This is an optimization exercise on Yosys and OpenROAD, whose aim is small area, a short achievable clock period and few clock cycles per item, not a production implementation.
Only simulation tests tie the RTL to the original design; equivalence was not proved.
Power figures rest on the tool's default switching activity, not on a simulated workload.

===== flow/design.v =====
module mnet_crc_step (
    input  wire [15:0] crc_in,
    input  wire [7:0]  data,
    output reg  [15:0] crc_out
);
    integer i;
    always @(*) begin
        crc_out = crc_in ^ {data, 8'h00};
        for (i = 0; i < 8; i = i + 1) begin
            if (crc_out[15])
                crc_out = {crc_out[14:0], 1'b0} ^ 16'h1021;
            else
                crc_out = {crc_out[14:0], 1'b0};
        end
    end
endmodule
module mnet_rxv (
    input  wire        clk,
    input  wire        rst,
    input  wire        key_wr,
    input  wire [2:0]  key_len,
    input  wire [47:0] key_data,
    input  wire        line_rx_valid,
    output wire        line_rx_ready,
    input  wire [7:0]  line_rx_data,
    input  wire        rx_obf,
    output wire        resp_valid,
    input  wire        resp_ready,
    output wire [7:0]  resp_data,
    output wire        resp_last
);
    localparam W  = 10;           
    localparam S  = 26;           
    localparam QD = 8;            
    localparam QA = 3;            
    localparam P_HUNT = 3'd0,
               P_HDR  = 3'd1,
               P_PAY  = 3'd2,
               P_CRC1 = 3'd3,
               P_CRC2 = 3'd4,
               P_TERM = 3'd5;
    localparam Q_OK    = 2'd0,
               Q_CRC   = 2'd1,    
               Q_BADW  = 2'd2,    
               Q_BAD0  = 2'd3;    
    reg [47:0] key;
    reg [2:0]  klen;
    always @(posedge clk) begin
        if (rst) begin
            klen <= 3'd0;
        end else if (key_wr && key_len >= 3'd3 && key_len <= 3'd6) begin
            klen <= key_len;
            key  <= key_data;
        end
    end
    reg       rdy_q;
    reg       i_v, s_v;
    reg [7:0] i_d, s_d;
    reg       i_o, s_o;
    wire      acc = line_rx_valid && rdy_q;
    wire      consume;
    assign line_rx_ready = rdy_q;
    always @(posedge clk) begin
        if (rst) begin
            i_v   <= 1'b0;
            s_v   <= 1'b0;
            rdy_q <= 1'b0;
        end else begin
            if (!i_v || consume) begin
                if (s_v) begin
                    i_d <= s_d; i_o <= s_o;
                    s_v <= acc;
                    i_v <= 1'b1;
                end else begin
                    i_v <= acc;
                end
                if (!s_v) begin
                    i_d <= line_rx_data; i_o <= rx_obf;
                end
            end else begin
                if (acc) s_v <= 1'b1;
            end
            if (acc && (s_v || (i_v && !consume))) begin
                s_d <= line_rx_data; s_o <= rx_obf;
            end
            rdy_q <= !((s_v && !(consume || !i_v)) || (acc && i_v && !consume) || (acc && s_v));
        end
    end
    reg [8*W-1:0] f_d [0:S-1];
    reg [S-1:0]   f_v;
    reg [S-1:0]   f_l;            
    wire          pop;            
    wire [S-1:0]  hole;           
    wire [S-1:0]  mv;             
    genvar gi, gl;
    generate
        for (gl = 0; gl <= 5; gl = gl + 1) begin : lvl
            wire [S-1:0] o;
        end
        for (gi = 0; gi < S; gi = gi + 1) begin : l0
            assign lvl[0].o[gi] = (gi == S-1) ? 1'b0 : !f_v[gi+1];
        end
        for (gl = 1; gl <= 5; gl = gl + 1) begin : lvls
            for (gi = 0; gi < S; gi = gi + 1) begin : b
                if (gi + (1 << (gl-1)) < S)
                    assign lvl[gl].o[gi] = lvl[gl-1].o[gi] | lvl[gl-1].o[gi + (1 << (gl-1))];
                else
                    assign lvl[gl].o[gi] = lvl[gl-1].o[gi];
            end
        end
    endgenerate
    assign hole = lvl[5].o;
    generate
        for (gi = 0; gi < S-1; gi = gi + 1) begin : mvs
            assign mv[gi] = f_v[gi] && (hole[gi] || pop);
        end
    endgenerate
    assign mv[S-1] = pop;
    reg [2:0]  phase;
    reg        esc;
    reg [2:0]  hc;        
    reg [7:0]  rem;       
    reg [15:0] crc;
    reg        obf;
    reg [7:0]  prev;
    reg [2:0]  ki;
    reg [W-1:0] lane;     
    reg        stored;    
    reg        sdone;     
    reg [7:0] key_byte;
    always @(*) begin
        case (ki)
            3'd0:    key_byte = key[7:0];
            3'd1:    key_byte = key[15:8];
            3'd2:    key_byte = key[23:16];
            3'd3:    key_byte = key[31:24];
            3'd4:    key_byte = key[39:32];
            default: key_byte = key[47:40];
        endcase
    end
    wire [15:0] crc_next;
    mnet_crc_step u_crc (.crc_in(crc), .data(i_d), .crc_out(crc_next));
    reg [1:0]  sq [0:QD-1];
    reg [QA:0] sq_wp, sq_rp;
    wire       sq_full  = (sq_wp[QA] != sq_rp[QA]) && (sq_wp[QA-1:0] == sq_rp[QA-1:0]);
    wire       sq_empty = (sq_wp == sq_rp);
    wire is_ff   = (i_d == 8'hFF);
    wire in_body = (phase != P_HUNT) && (phase != P_TERM);
    wire esc_start = in_body && !esc && is_ff;
    wire lone_esc  = in_body && esc && !is_ff;
    wire body_byte = in_body && !esc_start && !lone_esc;
    wire store     = body_byte && (phase == P_HDR || phase == P_PAY);
    wire last_st   = store && ((phase == P_HDR) ? (hc == 3'd4 && i_d == 8'h00)
                                                : (rem == 8'd1));
    wire term_end  = (phase == P_TERM);
    wire fr_end    = term_end || lone_esc;
    wire f0_free   = !f_v[0] || mv[0];
    wire need_term = lone_esc && stored && !sdone;
    wire can = !((store || need_term) && !f0_free) && !(fr_end && sq_full);
    assign consume = i_v && can;
    wire [7:0] pay_x = (obf && phase == P_PAY) ? (i_d ^ key_byte ^ prev) : i_d;
    wire       wr    = consume && store;
    wire       wdone = wr && (lane[W-1] || last_st);
    wire [1:0] st_code = lone_esc ? (stored ? Q_BADW : Q_BAD0)
                       : (i_d != 8'h04) ? ((stored) ? Q_BADW : Q_BAD0)
                       : (crc == 16'h0000) ? Q_OK : Q_CRC;
    always @(posedge clk) begin
        if (rst) begin
            phase <= P_HUNT;
            esc   <= 1'b0;
            sq_wp <= {(QA+1){1'b0}};
        end else if (consume) begin
            case (phase)
                P_HUNT: begin
                    if (i_d == 8'h01) begin
                        phase  <= P_HDR;
                        esc    <= 1'b0;
                        hc     <= 3'd0;
                        crc    <= 16'h0000;
                        obf    <= i_o && (klen != 3'd0);
                        prev   <= 8'h00;
                        ki     <= 3'd0;
                        lane   <= {{(W-1){1'b0}}, 1'b1};
                        stored <= 1'b0;
                        sdone  <= 1'b0;
                    end
                end
                P_TERM: begin
                    phase <= P_HUNT;
                end
                default: begin
                    if (esc_start) begin
                        esc <= 1'b1;
                    end else if (lone_esc) begin
                        phase <= P_HUNT;
                    end else begin
                        esc <= 1'b0;
                        crc <= crc_next;
                        case (phase)
                            P_HDR: begin
                                hc <= hc + 3'd1;
                                if (hc == 3'd4) begin
                                    rem   <= i_d;
                                    phase <= (i_d == 8'h00) ? P_CRC1 : P_PAY;
                                end
                            end
                            P_PAY: begin
                                rem  <= rem - 8'd1;
                                prev <= i_d;
                                ki   <= (ki == klen - 3'd1) ? 3'd0 : ki + 3'd1;
                                if (rem == 8'd1) phase <= P_CRC1;
                            end
                            P_CRC1: phase <= P_CRC2;
                            default: phase <= P_TERM;
                        endcase
                    end
                end
            endcase
            if (store) begin
                stored <= 1'b1;
                lane   <= wdone ? {{(W-1){1'b0}}, 1'b1} : {lane[W-2:0], 1'b0};
                if (last_st) sdone <= 1'b1;
            end
            if (fr_end) begin
                sq[sq_wp[QA-1:0]] <= st_code;
                sq_wp <= sq_wp + 1'b1;
            end
        end
    end
    wire f0_push = (wdone || (consume && need_term));
    integer k;
    always @(posedge clk) begin
        for (k = 0; k < W; k = k + 1)
            if (wr && lane[k]) f_d[0][8*k +: 8] <= pay_x;
    end
    generate
        for (gi = 1; gi < S; gi = gi + 1) begin : stg
            always @(posedge clk) begin
                if (mv[gi-1]) f_d[gi] <= f_d[gi-1];
            end
        end
    endgenerate
    always @(posedge clk) begin
        if (rst) begin
            f_v <= {S{1'b0}};
        end else begin
            f_v[0] <= f0_push || (f_v[0] && !mv[0]);
            for (k = 1; k < S; k = k + 1)
                f_v[k] <= mv[k-1] || (f_v[k] && !mv[k]);
        end
    end
    always @(posedge clk) begin
        if (f0_push) f_l[0] <= last_st || need_term;
        for (k = 1; k < S; k = k + 1)
            if (mv[k-1]) f_l[k] <= f_l[k-1];
    end
    localparam R_IDLE = 2'd0, R_DATA = 2'd1, R_DROP = 2'd2;
    reg [1:0]   rs;
    reg [W-1:0] rl;         
    reg [2:0]   rhc;        
    reg [7:0]   rrem;       
    wire [8*W-1:0] head = f_d[S-1];
    wire        head_v = f_v[S-1];
    wire        head_l = f_l[S-1];
    reg [7:0] hbyte;
    always @(*) begin
        hbyte = 8'h00;
        for (k = 0; k < W; k = k + 1)
            if (rl[k]) hbyte = hbyte | head[8*k +: 8];
    end
    reg       o_v, o_l, k_v, k_l, space;
    reg [7:0] o_d, k_d;
    assign resp_valid = o_v;
    assign resp_data  = o_d;
    assign resp_last  = o_l;
    wire [1:0] sq_head = sq[sq_rp[QA-1:0]];
    wire       r_stat  = (rs == R_IDLE) && !sq_empty && space;
    wire       r_data  = (rs == R_DATA) && head_v && space;
    wire       hdr_len = (rhc == 3'd4);
    wire       d_last  = hdr_len ? (hbyte == 8'h00) : (rhc == 3'd5 && rrem == 8'd1);
    assign pop = (r_data && (rl[W-1] || d_last)) || ((rs == R_DROP) && head_v);
    wire       e_v = r_stat || r_data;
    wire [7:0] e_d = r_stat ? ((sq_head == Q_OK) ? 8'h00 :
                               (sq_head == Q_CRC) ? 8'h03 : 8'h02) : hbyte;
    wire       e_l = r_stat ? (sq_head != Q_OK) : d_last;
    always @(posedge clk) begin
        if (rst) begin
            rs    <= R_IDLE;
            sq_rp <= {(QA+1){1'b0}};
        end else begin
            if (r_stat) begin
                sq_rp <= sq_rp + 1'b1;
                rl    <= {{(W-1){1'b0}}, 1'b1};
                rhc   <= 3'd0;
                rs    <= (sq_head == Q_OK) ? R_DATA : (sq_head == Q_BAD0) ? R_IDLE : R_DROP;
            end
            if (r_data) begin
                rl <= (rl[W-1] || d_last) ? {{(W-1){1'b0}}, 1'b1} : {rl[W-2:0], 1'b0};
                if (rhc != 3'd5) rhc <= rhc + 3'd1;
                if (hdr_len) rrem <= hbyte;
                else if (rhc == 3'd5) rrem <= rrem - 8'd1;
                if (d_last) rs <= R_IDLE;
            end
            if (rs == R_DROP && head_v && head_l)
                rs <= R_IDLE;
        end
    end
    always @(posedge clk) begin
        if (rst) begin
            o_v   <= 1'b0;
            k_v   <= 1'b0;
            space <= 1'b0;
        end else begin
            if (!o_v || resp_ready) begin
                if (k_v) begin
                    o_d <= k_d; o_l <= k_l; o_v <= 1'b1;
                    if (e_v) begin k_d <= e_d; k_l <= e_l; end
                    k_v <= e_v;
                end else begin
                    o_d <= e_d; o_l <= e_l; o_v <= e_v;
                end
                space <= 1'b1;
            end else begin
                if (e_v) begin k_d <= e_d; k_l <= e_l; k_v <= 1'b1; end
                space <= !(k_v || e_v);
            end
        end
    end
endmodule

===== flow/run.sh =====
#!/bin/bash
# synth_recipe.tcl (not shown) runs the flow's synth.tcl, then flattens the netlist and writes it again
# the make line also repeats each setting of config.mk as NAME=value (left out here)
make -C /OpenROAD-flow-scripts/flow DESIGN_CONFIG=/design/flow/config.mk WORK_HOME=/design/flow/orfs CLKGATE_MAP_FILE= SYNTH_SCRIPT=/design/flow/synth_recipe.tcl finish

===== flow/config.mk =====
export PLATFORM = sky130hd
export DESIGN_NAME = mnet_rxv
export DESIGN_NICKNAME = mnet_rxv
export VERILOG_FILES = /design/flow/design.v
export SDC_FILE = /design/flow/constraint.sdc
export NUM_CORES = 4
export LEC_CHECK = 0
export CAP_MARGIN = 20
export CORE_MARGIN = 2
export CORE_UTILIZATION = 60
export SLEW_MARGIN = 20

===== flow/constraint.sdc =====
create_clock -name core_clock -period 5.0 [get_ports {clk}]
set_input_delay 1.0000 -clock core_clock [delete_from_list [all_inputs] [get_ports {clk}]]
set_output_delay 1.0000 -clock core_clock [all_outputs]
set_load 0.01 [all_outputs]

==> results of run 1 <==
metrics by stage:
step	cell area [µm²]	power [mW]
2_1_floorplan	74000	21.7
6_report	85300	37.0
3_3_place_gp	78400	21.9
5_1_grt	85300	38.2
3_5_place_dp	78400	21.9
4_1_cts	85300	37.5
placed cells by master, fill, tap and decap left out, drive strengths merged, types with 21 or more instances in the layout:
cell type / instances
clkinv: 88
nor2: 76
edfxtp: 2278
clkdlybuf4s50: 74
inv: 47
nor2b: 21
bufinv: 22
xor2: 24
dfxtp: 52
nor3: 29
buf: 168
nand2: 71
clkbuf: 268
xnor2: 44
and2: 32
o21ai: 27
a21oi: 49
per-layer routing:
layer  routed length (µm)  track usage (%)
met4                 4160             7.90
met2                49100             26.5
met3                 4260             3.42
met1                38200             19.3
met5                    0                0
report_power, final:
group / total, mW / switching, mW / internal [mW]
combinational: 0.248 / 0.138 / 0.110
clock: 15.6 / 6.46 / 9.10
sequential: 21.2 / 0.0318 / 21.2
final cells by class:
| type | count | area [µm²] | area share (%) |
|---|---|---|---|
| repair buffers | 242 | 2370 | 2.78 |
| inverters | 39 | 146 | 0.172 |
| well taps | 1625 | 2030 | 2.38 |
| clock inverters | 125 | 1210 | 1.42 |
| clock buffers | 268 | 5640 | 6.61 |
| flip-flops and latches | 2330 | 69400 | 81.4 |
| multi-input cells | 623 | 4470 | 5.24 |
state kept, by name (all words and copies together) (netlist names), 10 cells and up, named ones only:
register / flops
f_d: 2080
f_v: 26
rl: 10
lane: 10
key: 48
f_l: 26
crc: 16
sq: 16
worst max path at each step:
stage / start / to / slack [ns] / cells after the start
after CTS: rhc[0]$_DFFE_PN_ / prev[1]$_SDFFCE_PP0P_ / 1.03 / 9
final: rhc[0]$_DFFE_PN_ / prev[1]$_SDFFCE_PP0P_ / 0.99 / 9
after global placement: rhc[0]$_DFFE_PN_ / prev[3]$_SDFFCE_PP0P_ / 1.04 / 9
after detailed placement: rhc[0]$_DFFE_PN_ / prev[1]$_SDFFCE_PP0P_ / 1.06 / 9
after global routing: rhc[0]$_DFFE_PN_ / ki[0]$_SDFFCE_PP0P_ / 0.78 / 9
after floorplan: rl[3]$_SDFFCE_PP0P_ / f_d[7][0]$_DFFE_PP_ / -1.65 / 9
critical path: stages, from the launching register on:
cell and delay (ns):
edfxtp_1 0.47, inv_1 0.12, ha_1 0.20, nand2_1 0.33, nor3_1 0.35, nand4_1 0.22
o21ai_1 0.59, a21bo_2 0.34, nand3_1 0.23, nor3_2 0.76
cell families after synthesis:
family	share of synthesized area (%)
buffers and inverters	0.467
AND/OR/NAND/NOR	2.16
AO/OA/AOI/OAI	1.84
adder cells (fa/ha/maj)	0.338
flip-flops	93.9
multiplexers	0.494
XOR/XNOR	0.805
==> results.json, run 1 <==
{
  "post_cts_sizing_count": 0,
  "ctsRootBufferMaster": "clkbuf_16",
  "maxCapViolations": 0,
  "synth.net_count": 3124,
  "power_leakage_nw": 27.1,
  "yosysMostFrequentCell": "edfxtp_1",
  "arrival_ns": 4.42,
  "path_class": "reg2reg",
  "post_layout_nets": 3533,
  "fp.dieW_um": 355,
  "maximum_resistive_drop_on_vdd_mv": 0.468,
  "grt_max_degree": 82,
  "period_share_pct": 80.2,
  "postSynth.asyncResetShare_pct": 0,
  "timing.critical_path.fanout_max": 15,
  "drt_pass1_iterations": 6,
  "cts.repair_timing.setup_buffer_count": 0,
  "drt_iter0_drc": 1966,
  "vias_per_cell": 5.15,
  "globalRouteTotalUtil_pct": 15.7,
  "timing.critical_path.required_ns": 5.41,
  "start_util_pct": 60.6,
  "achievable-frequency_mhz": 250,
  "grt_pass1_vias": 27800,
  "hold_end": "f_d[19][58]$_DFFE_PP_",
  "r2r_cells": 9,
  "core_area_mm2": 0.122,
  "fp.dieH_um": 355,
  "post-place-ws_ns": 1.06,
  "tns_ns": 0,
  "antenna_cells_inserted": 0,
  "yosys.cell_types.count": 70,
  "ant_nets": 0,
  "final-max-slew-violation-count": 0,
  "synth_seq_area_share_pct": 93.9,
  "fin_util_pct": 69.9,
  "finalWorstSetupSlack_ns": 0.992,
  "power_per_cell_area_mw_per_mm2": 434,
  "drive_above_1_share_pct": 14.9,
  "yosys-top-cells-count": "edfxtp_1, nor2_1, nand2_1",
  "routed-via-count": 27000,
  "synth.cell_area_mm2": 0.0740,
  "antenna_found_initial": 0,
  "area_overhead_of_the_layout_relative_to_synthesis_pct": 15.4,
  "globalplace.congestion": 0.911,
  "worst_pin_slew_ns": 0.994,
  "overflow": 0,
  "synth_area_leader_cell": "edfxtp_1",
  "synth_top_area_share_pct": 92.5,
  "clock_pin_slew_reported_for_the_worst_setup_and_hold_paths_after_clock_tree_synthesis_ns": 0.06,
  "worstReg2RegStart": "rhc[0]$_DFFE_PN_",
  "clock_skews_ns": 0.0363,
  "cts_tree": "built",
  "crit-reg2reg-capture": "prev[1]$_SDFFCE_PP0P_",
  "port_buffers": 75,
  "die-area_mm2": 0.126,
  "wl_um": 95700,
  "ys_top_cells_by_area": "edfxtp_1, dfxtp_1, xnor2_1",
  "unrepaired_setup_endpoints_after_global_routing": "no",
  "placed_cells_incl_taps": 4857,
  "numCtsBuffers": 212,
  "yosys_warnings": 3,
  "r2r_setup_slack_ns": 0.99,
  "synth_cells": 3039,
  "placementRows": 128,
  "worstHoldStart": "f_d[18][58]$_DFFE_PP_",
  "wire_length_per_cell_um": 18.2,
  "run_status": "no timing/DRC/antenna violations",
  "top_level_ports": 76,
  "drt_drc_violations_left": 0,
  "min_delay_path_depth": 0,
  "fillCellCount": 7347,
  "h_tree_level_count": 4,
  "clock_path_buffers": 3,
  "max_slew_margin_pct": 33.5,
  "place.detailed.hpwl_um": 63200,
  "wire_length_of_the_first_global_routing_pass_um": 152000,
  "holdCritPathClass": "reg2reg",
  "postSynth.topFlopCell": "edfxtp_1",
  "postSynthRegisterBits": 2330,
  "report.final.hold_viol_count": 0,
  "postCtsHoldBufs": 0,
  "layoutNonFillerInstCount": 5252,
  "synthesized_area_per_cell_um2": 24.3,
  "hold_slack_final_ns": 0.398,
  "worstSetupStartpointType": "flip-flop",
  "clock_latency_ns": 0.79,
  "edff_count_synth": 2278,
  "end_kind": "flip-flop",
  "finalSetupViolCount": 0,
  "layout_min_cycle_time_ns": 4.01,
  "clock_sinks": 2330
}
Testbench counts, summed over its fixed seeds: cycles 16,113, items 192.
==> run 2, diff against run 1 <==
--- a/flow/design.v
+++ b/flow/design.v
@@ -111,10 +111,11 @@
     endgenerate
     assign hole = lvl[5].o;
     generate
-        for (gi = 0; gi < S-1; gi = gi + 1) begin : mvs
-            assign mv[gi] = f_v[gi] && (hole[gi] || pop);
+        for (gi = 0; gi < S-2; gi = gi + 1) begin : mvs
+            assign mv[gi] = f_v[gi] && hole[gi];
         end
     endgenerate
+    assign mv[S-2] = f_v[S-2] && (!f_v[S-1] || pop);
     assign mv[S-1] = pop;
     reg [2:0]  phase;
     reg        esc;
@@ -154,7 +155,7 @@
                                                 : (rem == 8'd1));
     wire term_end  = (phase == P_TERM);
     wire fr_end    = term_end || lone_esc;
-    wire f0_free   = !f_v[0] || mv[0];
+    wire f0_free   = !f_v[0] || hole[0];
     wire need_term = lone_esc && stored && !sdone;
     wire can = !((store || need_term) && !f0_free) && !(fr_end && sq_full);
     assign consume = i_v && can;
@@ -259,6 +260,7 @@
     reg [W-1:0] rl;         
     reg [2:0]   rhc;        
     reg [7:0]   rrem;       
+    reg         rrem1;      
     wire [8*W-1:0] head = f_d[S-1];
     wire        head_v = f_v[S-1];
     wire        head_l = f_l[S-1];
@@ -277,7 +279,8 @@
     wire       r_stat  = (rs == R_IDLE) && !sq_empty && space;
     wire       r_data  = (rs == R_DATA) && head_v && space;
     wire       hdr_len = (rhc == 3'd4);
-    wire       d_last  = hdr_len ? (hbyte == 8'h00) : (rhc == 3'd5 && rrem == 8'd1);
+    wire [7:0] hlen    = head[39:32];    
+    wire       d_last  = hdr_len ? (hlen == 8'h00) : (rhc == 3'd5 && rrem1);
     assign pop = (r_data && (rl[W-1] || d_last)) || ((rs == R_DROP) && head_v);
     wire       e_v = r_stat || r_data;
     wire [7:0] e_d = r_stat ? ((sq_head == Q_OK) ? 8'h00 :
@@ -297,8 +300,13 @@
             if (r_data) begin
                 rl <= (rl[W-1] || d_last) ? {{(W-1){1'b0}}, 1'b1} : {rl[W-2:0], 1'b0};
                 if (rhc != 3'd5) rhc <= rhc + 3'd1;
-                if (hdr_len) rrem <= hbyte;
-                else if (rhc == 3'd5) rrem <= rrem - 8'd1;
+                if (hdr_len) begin
+                    rrem  <= hlen;
+                    rrem1 <= (hlen == 8'd1);
+                end else if (rhc == 3'd5) begin
+                    rrem  <= rrem - 8'd1;
+                    rrem1 <= (rrem == 8'd2);
+                end
                 if (d_last) rs <= R_IDLE;
             end
             if (rs == R_DROP && head_v && head_l)
--- a/flow/config.mk
+++ b/flow/config.mk
@@ -5,7 +5,9 @@
 export SDC_FILE = /design/flow/constraint.sdc
 export NUM_CORES = 4
 export LEC_CHECK = 0
+export ABC_CLOCK_PERIOD_IN_PS = 2500
 export CAP_MARGIN = 20
 export CORE_MARGIN = 2
 export CORE_UTILIZATION = 60
+export SETUP_SLACK_MARGIN = 2.5
 export SLEW_MARGIN = 20
==> run 2 against run 1 <==
Against the previous run: die area about the same; total power decreased by 1.9%; critical endpoint is now prev[6]$_SDFFCE_PP0P_; worst hold slack better by 0.0023 ns; largest cell class unchanged; highest routed layer unchanged; global-route usage shrank 0.71 points; utilization rose by 0.36 points; still clean.
==> results.json, run 2 <==
{
  "run_status": "no timing/DRC/antenna violations",
  "min_delay_path_depth": 0,
  "worst_pin_slew_ns": 1.02,
  "synthesized_area_per_cell_um2": 24.4,
  "numCtsBuffers": 212,
  "antenna_cells_inserted": 0,
  "postSynth.asyncResetShare_pct": 0,
  "routed-via-count": 27100,
  "most-common-layout-cells": "edfxtp_1, clkbuf_16, buf_4",
  "fp.dieW_um": 355,
  "synth_area_leader_cell": "edfxtp_1",
  "drt_drc_violations_left": 0,
  "finalSetupViolCount": 0,
  "global_route.usage.met2_pct": 24.5,
  "layout_min_cycle_time_ns": 2.64,
  "unrepaired_setup_endpoints_after_global_routing": "yes",
  "top_level_ports": 76,
  "number_of_flip_flops_in_the_largest_register": 2080,
  "share_seq_of_total_power_pct": 58.4,
  "fillCellCount": 7281,
  "grt_util_met3_pct": 3.49,
  "power_leakage_nw": 27.2,
  "ant_nets": 0,
  "synth.cell_area_mm2": 0.0740,
  "postSynth.topFlopCell": "edfxtp_1",
  "globalRouteTotalUtil_pct": 15.0,
  "yosys-top-cells-count": "edfxtp_1, nor2_1, nand2_1",
  "max_stage_delay_ns": 0.45,
  "worstHoldStart": "f_d[11][76]$_DFFE_PP_",
  "placed_cells_incl_taps": 4725,
  "power_frac_comb_pct": 0.7,
  "synth.net_count": 3121,
  "clock_pin_slew_reported_for_the_worst_setup_and_hold_paths_after_clock_tree_synthesis_ns": 0.06,
  "yosysMostFrequentCell": "edfxtp_1",
  "internal-power_mw": 29.7,
  "report.final.hold_viol_count": 0,
  "ctsRootBufferMaster": "clkbuf_16",
  "tns_ns": 0,
  "worstSetupStartpointType": "flip-flop",
  "grt_most_used_layer": "met2",
  "drt_pass1_iterations": 5,
  "h_tree_level_count": 4,
  "mostFrequentLayoutCell": "edfxtp_1",
  "switching_power_mw": 6.59,
  "yosys_warnings": 3,
  "clock_skews_ns": 0.0265,
  "post_layout_nets": 3504,
  "synth_seq_area_share_pct": 93.9,
  "use_met1_pct": 19.1,
  "overflow": 0,
  "clock_sinks": 2331,
  "worstReg2RegStart": "i_d[7]$_DFFE_PP_",
  "timing.critical_path.required_ns": 5.50,
  "yosys.cell_types.count": 72,
  "achievable-frequency_mhz": 379,
  "antenna_found_initial": 1,
  "place.detailed.hpwl_um": 56700,
  "r2r_cells": 7,
  "grt_max_degree": 82,
  "timing.critical_path.slowest_stage_cell": "edfxtp_1",
  "area_overhead_of_the_layout_relative_to_synthesis_pct": 15.9,
  "vias_per_cell": 5.19,
  "hold_slack_final_ns": 0.400,
  "crit_path_from": "i_d[7]$_DFFE_PP_",
  "final-max-slew-violation-count": 0,
  "drive_above_1_share_pct": 16.4,
  "cts_tree": "built",
  "synth_top_area_share_pct": 92.5,
  "globalplace.congestion": 0.831,
  "path_class": "reg2reg",
  "maximum_resistive_drop_on_vdd_mv": 0.372,
  "maxCapViolations": 0,
  "arrival_ns": 3.14,
  "power_per_cell_area_mw_per_mm2": 423,
  "start_util_pct": 60.6,
  "swShare_pct": 18.2,
  "holdCritPathClass": "reg2reg",
  "period_share_pct": 52.8,
  "die-area_mm2": 0.126,
  "timing.critical_path.fanout_max": 5,
  "wl_um": 93800,
  "end_kind": "flip-flop",
  "drt_iter0_drc": 1762,
  "timing.critical_path.cells": "nand4_1 > o211ai_1 > a31o_4 > o211a_4 > nand4b_1 > nor3_2 > buf_2",
  "port_buffers": 75,
  "ys_top_cells_by_area": "edfxtp_1, dfxtp_1, xnor2_1",
  "fp.dieH_um": 355,
  "fin_util_pct": 70.3,
  "clock_path_buffers": 3,
  "most_flop_heavy_register": "f_d",
  "p_clk_share_pct": 40.9,
  "max_slew_margin_pct": 31.8,
  "wire_length_of_the_first_global_routing_pass_um": 147000,
  "layoutNonFillerInstCount": 5217,
  "core_area_mm2": 0.122,
  "postCtsHoldBufs": 0,
  "postPlaceCellArea_mm2": 0.0772,
  "edff_count_synth": 2279,
  "wire_length_per_cell_um": 18.0,
  "final_cell_area_mm2": 0.0858,
  "placementRows": 128,
  "synth_cells": 3036,
  "biggestRegsByFlops": "f_d: 2080 flops, key: 48 flops",
  "postSynthRegisterBits": 2331,
  "clock_latency_ns": 0.81,
  "grt_pass1_vias": 26900
}
[run 2: cell count changes after synthesis, moves of 6 or more]
cell      previous run  this run
a221o_1              0         8
nor2b_1             21        12
clkbuf_1            31        45
a22o_1              16        10
and3_1              14        33
o21ai_1              7         1
a22oi_1             12        32
a21boi_1             6         0
nand2_1             70        59
o31ai_1              9         2
a222oi_1             8         0
[run 2: power groups by stage]
stage / clock [mW] / sequential (mW) / combinational, mW
after floorplan: 0 / 21.6 / 0.103
after global placement: 0 / 21.6 / 0.184
after detailed placement: 0 / 21.6 / 0.190
after CTS: 15.3 / 21.2 / 0.239
after global routing: 16.1 / 21.2 / 0.268
final: 14.9 / 21.2 / 0.250
[run 2: per-layer routing]
layer / part of all wire, % / wire (µm)
met1: 41 / 38000
met5: 0 / 0
met4: 4.0 / 3740
met3: 4.8 / 4490
met2: 51 / 47600
[run 2: cell families (layout without fill, tap and decap cells)]
| kind of cell | Yosys count | in the layout | synth area share [%] |
|---|---|---|---|
| compound gates | 183 | 184 | 1.75 |
| xor+xnor | 69 | 69 | 0.817 |
| flops | 2331 | 2331 | 93.9 |
| mux | 28 | 28 | 0.479 |
| fa+ha+maj | 21 | 21 | 0.352 |
| simple gates | 311 | 311 | 2.18 |
| buf+inv | 93 | 648 | 0.528 |
[run 2: worst paths after layout]
| check | to | slack (ns) |
|---|---|---|
| max | prev[6]$_SDFFCE_PP0P_ | 2.36 |
| min | f_d[12][76]$_DFFE_PP_ | 0.40 |
| max reg2reg | prev[6]$_SDFFCE_PP0P_ | 2.36 |
| min reg2reg | f_d[12][76]$_DFFE_PP_ | 0.40 |
[run 2: what timing repair did]
action | CTS | global route
pin swaps | 19 | 19
resized for setup | 102 | 88
endpoints found under the setup margin | 1542 | 1428
setup buffers | 39 | 40
gates cloned | 2 | 24
[run 2: area by class of cell]
| type | instances | area [µm²] | area share [%] |
|---|---|---|---|
| clock buffer | 266 | 5550 | 6.47 |
| timing repair buffer | 222 | 2500 | 2.91 |
| multi-input combinational | 613 | 5050 | 5.89 |
| clock inverter | 121 | 976 | 1.14 |
| sequential | 2331 | 69500 | 81.0 |
| inverter | 39 | 150 | 0.175 |
| tap | 1625 | 2030 | 2.37 |
[run 2: stage by stage]
stage	power [mW]	setup slack, ns
2_1_floorplan	21.7	1.78
3_3_place_gp	21.8	1.48
3_5_place_dp	21.8	1.29
4_1_cts	36.8	2.45
5_1_grt	37.6	2.28
6_report	36.3	2.36
[run 2: critical path, delay by kind of cell (launching register included)]
family,cells,cell delay (ns)
compound gates,3,0.91
buf+inv,1,0.22
flops,1,0.45
simple gates,3,0.75
Testbench counts of run 2, summed over its fixed seeds: cycles 16,122, items 192.
==> run 3, diff against run 2 <==
--- a/flow/design.v
+++ b/flow/design.v
@@ -260,7 +260,8 @@
     reg [W-1:0] rl;         
     reg [2:0]   rhc;        
     reg [7:0]   rrem;       
-    reg         rrem1;      
+    reg         dl;         
+    reg         dp;         
     wire [8*W-1:0] head = f_d[S-1];
     wire        head_v = f_v[S-1];
     wire        head_l = f_l[S-1];
@@ -278,14 +279,15 @@
     wire [1:0] sq_head = sq[sq_rp[QA-1:0]];
     wire       r_stat  = (rs == R_IDLE) && !sq_empty && space;
     wire       r_data  = (rs == R_DATA) && head_v && space;
-    wire       hdr_len = (rhc == 3'd4);
     wire [7:0] hlen    = head[39:32];    
-    wire       d_last  = hdr_len ? (hlen == 8'h00) : (rhc == 3'd5 && rrem1);
-    assign pop = (r_data && (rl[W-1] || d_last)) || ((rs == R_DROP) && head_v);
+    wire       dl_next = (rhc == 3'd3) ? (hlen == 8'h00) :
+                         (rhc == 3'd4) ? (hlen == 8'h01) :
+                         (rhc == 3'd5) ? (rrem == 8'h02) : 1'b0;
+    assign pop = (r_data && dp) || ((rs == R_DROP) && head_v);
     wire       e_v = r_stat || r_data;
     wire [7:0] e_d = r_stat ? ((sq_head == Q_OK) ? 8'h00 :
                                (sq_head == Q_CRC) ? 8'h03 : 8'h02) : hbyte;
-    wire       e_l = r_stat ? (sq_head != Q_OK) : d_last;
+    wire       e_l = r_stat ? (sq_head != Q_OK) : dl;
     always @(posedge clk) begin
         if (rst) begin
             rs    <= R_IDLE;
@@ -295,19 +297,18 @@
                 sq_rp <= sq_rp + 1'b1;
                 rl    <= {{(W-1){1'b0}}, 1'b1};
                 rhc   <= 3'd0;
+                dl    <= 1'b0;
+                dp    <= 1'b0;
                 rs    <= (sq_head == Q_OK) ? R_DATA : (sq_head == Q_BAD0) ? R_IDLE : R_DROP;
             end
             if (r_data) begin
-                rl <= (rl[W-1] || d_last) ? {{(W-1){1'b0}}, 1'b1} : {rl[W-2:0], 1'b0};
+                rl <= dp ? {{(W-1){1'b0}}, 1'b1} : {rl[W-2:0], 1'b0};
                 if (rhc != 3'd5) rhc <= rhc + 3'd1;
-                if (hdr_len) begin
-                    rrem  <= hlen;
-                    rrem1 <= (hlen == 8'd1);
-                end else if (rhc == 3'd5) begin
-                    rrem  <= rrem - 8'd1;
-                    rrem1 <= (rrem == 8'd2);
-                end
-                if (d_last) rs <= R_IDLE;
+                if (rhc == 3'd4) rrem <= hlen;
+                else if (rhc == 3'd5) rrem <= rrem - 8'd1;
+                dl <= dl_next;
+                dp <= dl_next || (!dp && rl[W-2]);
+                if (dl) rs <= R_IDLE;
             end
             if (rs == R_DROP && head_v && head_l)
                 rs <= R_IDLE;
==> flow/config.mk (replaced) <==
export PLATFORM = sky130hd
export DESIGN_NAME = mnet_rxv
export DESIGN_NICKNAME = mnet_rxv
export VERILOG_FILES = /design/flow/design.v
export SDC_FILE = /design/flow/constraint.sdc
export NUM_CORES = 4
export LEC_CHECK = 0
export ABC_CLOCK_PERIOD_IN_PS = 2200
export CAP_MARGIN = 20
export CORE_MARGIN = 2
export CORE_UTILIZATION = 65
export SETUP_SLACK_MARGIN = 2.8
export SLEW_MARGIN = 20
==> run 3 against run 2 <==
Against the previous run: highest routed layer unchanged; sequential share of layout area shrank 0.99 points; synthesized cell count increased by 0.20%; via count increased by 1.6%; maximum frequency rose by 5.1%; clock power hardly changed; clock skew grew 0.015 ns; sequential power about the same; sequential cell count rose by 1; non-clock buffer count increased by 58.
==> results.json, run 3 <==
{
  "run_status": "no timing/DRC/antenna violations",
  "clock_sinks": 2332,
  "grt_max_degree": 82,
  "path_class": "reg2reg",
  "fp.dieW_um": 342,
  "fp.dieH_um": 342,
  "postSynth.asyncResetShare_pct": 0,
  "yosysMostFrequentCell": "edfxtp_1",
  "start_util_pct": 65.7,
  "fraction_of_the_mapped_netlist_area_in_compound_gates_pct": 1.88,
  "drt_drc_violations_left": 0,
  "power_leakage_nw": 27.6,
  "top_level_ports": 76,
  "synth_xor_area_share_pct": 0.827,
  "report.final.hold_viol_count": 0,
  "worstSetupStartpointType": "flip-flop",
  "max_slew_margin_pct": 33.1,
  "ctsRootBufferMaster": "clkbuf_16",
  "synth_mux_area_share_pct": 0.464,
  "core_area_mm2": 0.113,
  "synthSimpleGateAreaFrac_pct": 2.13,
  "worst_pin_slew_ns": 1.00,
  "number_of_flip_flops_in_the_largest_register": 2080,
  "synth_seq_area_share_pct": 93.8,
  "yosys-top-cells-count": "edfxtp_1, nor2_1, nand2_1",
  "synth.cell_area_mm2": 0.0741,
  "maximum_resistive_drop_on_vdd_mv": 0.510,
  "period_share_pct": 50.3,
  "die-area_mm2": 0.117,
  "crit_path_from": "i_d[4]$_DFFE_PP_",
  "end_kind": "flip-flop",
  "arrival_ns": 3.02,
  "hold_slack_final_ns": 0.396,
  "power_per_cell_area_mw_per_mm2": 431,
  "globalplace.congestion": 0.817,
  "routed-via-count": 27500,
  "cts_tree": "built",
  "synthesized_area_per_cell_um2": 24.4,
  "yosys.cell_types.count": 70,
  "clock_path_buffers": 3,
  "most_flop_heavy_register": "f_d",
  "h_tree_level_count": 4,
  "worstReg2RegStart": "i_d[4]$_DFFE_PP_",
  "mostFrequentLayoutCell": "edfxtp_1",
  "maxCapViolations": 0,
  "final-max-slew-violation-count": 0,
  "tns_ns": 0,
  "drt_pass1_iterations": 5,
  "placementRows": 123,
  "wire_length_of_the_first_global_routing_pass_um": 157000,
  "clock_skews_ns": 0.0417,
  "area_overhead_of_the_layout_relative_to_synthesis_pct": 17.2,
  "ant_nets": 0,
  "numCtsBuffers": 208,
  "synth_fa_ha_area_share_pct": 0.354,
  "place.detailed.hpwl_um": 58800,
  "biggestRegsByFlops": "f_d: 2080 flops, key: 48 flops",
  "postSynthRegisterBits": 2332,
  "worstHoldStart": "f_d[16][19]$_DFFE_PP_",
  "antenna_found_initial": 0,
  "layout_min_cycle_time_ns": 2.51,
  "clock_latency_ns": 0.79,
  "timing.critical_path.fanout_max": 11,
  "timing.critical_path.required_ns": 5.51,
  "post_layout_nets": 3568,
  "achievable-frequency_mhz": 398,
  "postSynth.topFlopCell": "edfxtp_1",
  "synth_cells": 3042,
  "wl_um": 104000,
  "synth_top_family_by_area": "simple AND/OR/NAND/NOR gates",
  "ys_top_cells_by_area": "edfxtp_1, dfxtp_1, xnor2_1",
  "vias_per_cell": 5.33,
  "drt_iter0_drc": 1974,
  "clock_pin_slew_reported_for_the_worst_setup_and_hold_paths_after_clock_tree_synthesis_ns": 0.06,
  "synth.net_count": 3128,
  "synth_area_leader_cell": "edfxtp_1",
  "most-common-layout-cells": "edfxtp_1, clkbuf_16, buf_4",
  "yosys_warnings": 3,
  "grt_pass1_vias": 28400,
  "overflow": 0,
  "synth_top_area_share_pct": 92.4,
  "finalSetupViolCount": 0,
  "port_buffers": 75,
  "drive_above_1_share_pct": 20.0,
  "holdCritPathClass": "reg2reg",
  "wire_length_per_cell_um": 20.1,
  "unrepaired_setup_endpoints_after_global_routing": "yes",
  "edff_count_synth": 2280,
  "globalRouteTotalUtil_pct": 17.6
}
==> run 3: changes by cell type in the layout (fill, tap and decap cells not counted), sizes merged, moves of 5 or more <==
cell / before / now
buf: 137 / 208
bufinv: 11 / 16
clkbuf: 278 / 263
clkdlybuf4s15: 9 / 0
clkinv: 96 / 106
nor2: 79 / 69
o21ai: 17 / 29
==> run 3: cell type report <==
type                       count  area [µm²]
timing repair buffer         280        3120
clock buffer                 254        5550
multi-input combinational    618        5490
inverter                      42         174
antenna                        1        2.50
sequential                  2332       69600
fill                        5818       25900
tap                         1500        1880
clock inverter               132        1120
==> run 3: report_power, final <==
part / switching [mW] / internal (mW)
Sequential: 0.0700 / 21.3
Clock: 6.48 / 8.71
Combinational: 0.486 / 0.391
==> run 3: cell families after synthesis <==
kind of cell | after synthesis
xor+xnor | 70
simple gates | 300
mux | 27
fa+ha+maj | 21
buf+inv | 95
compound gates | 197
flops | 2332
==> run 3: repair_timing <==
action,in CTS,in global routing
hold buffers,0,0
hold endpoints to repair,0,0
endpoints found under the setup margin,1668,1613
setup buffers,89,56
pin swaps,57,44
gates cloned,4,18
gates resized for setup,253,125
==> run 3: per-stage QoR <==
stage / total power [mW] / setup slack, ns / instance area, µm² / std cells / util, %
2_1_floorplan: 22.1 / 1.99 / 74500 / 3042 / -
4_1_cts: 37.7 / 2.59 / 85600 / 5084 / 75.9
3_3_place_gp: 22.3 / 1.49 / 77100 / 4605 / 68.4
3_5_place_dp: 22.4 / 1.34 / 77100 / 4605 / 68.4
6_report: 37.5 / 2.49 / 86900 / 5159 / 77.0
5_1_grt: 38.7 / 2.42 / 86900 / 5158 / 77.0
==> run 3: worst paths after layout <==
path,end,cells past startpoint,slack (ns)
worst max register to register,stored$_SDFFCE_PP1P_,11,2.49
worst max-delay path,stored$_SDFFCE_PP1P_,11,2.49
worst min register to register,f_d[17][19]$_DFFE_PP_,0,0.40
worst min-delay path,f_d[17][19]$_DFFE_PP_,0,0.40
==> run 3: critical path, cell delays in order (launching register included) <==
cell and delay, ns:
edfxtp_1 0.41, buf_6 0.12, and4_4 0.23, nand4_1 0.11
a311o_2 0.41, buf_6 0.15, o211a_4 0.24, buf_12 0.12
buf_12 0.14, nand2_8 0.10, a21oi_2 0.05, buf_6 0.16
==> run 3: routing by layer <==
metal | global-route usage [%] | up-vias | routed length, µm | share of wire [%]
met4 | 6.73 | 0 | 3360 | 3.2
met1 | 22.3 | 13700 | 40300 | 39
met2 | 30.5 | 576 | 55500 | 53
li1 | - | 13000 | - | -
met5 | 0 | - | 0 | 0
met3 | 3.36 | 223 | 4800 | 4.6
Testbench counts of run 3, summed over its fixed seeds: cycles 16,122, items 192.

## re-timing with driven ports
Ports are ideal in the flow. The routed layouts listed here were re-timed in OpenROAD. Step 1, drivers: a clkbuf_16 drives clk and a buf_2 each remaining input, both assumed. Step 2, shift: input delay + t, output delay - t, t = (earliest + latest rising clock arrival at the registers) / 2. This alone moves slack from input paths to output paths. a / b / c = ideal / step 1 / step 2; a / b = the first two.
| run | t, ns | setup slack, ns | hold WS [ns] | slew at the worst register clock pin (ns) |
|---|---|---|---|---|
| run 1 | 0.851 | 0.992 / 0.992 / 0.992 | 0.398 / 0.398 / 0.398 | 0.07 / 0.07 |
| run 2 | 0.864 | 2.359 / 2.359 / 2.004 | 0.400 / 0.400 / 0.400 | 0.06 / 0.06 |
| run 3 | 0.844 | 2.486 / 2.486 / 1.837 | 0.396 / 0.396 / 0.396 | 0.08 / 0.08 |
After both steps setup and hold are still met in every run listed. The setup slack of run 3, which loses most, moves by 0.000 ns with the drivers and by -0.649 ns with both steps.
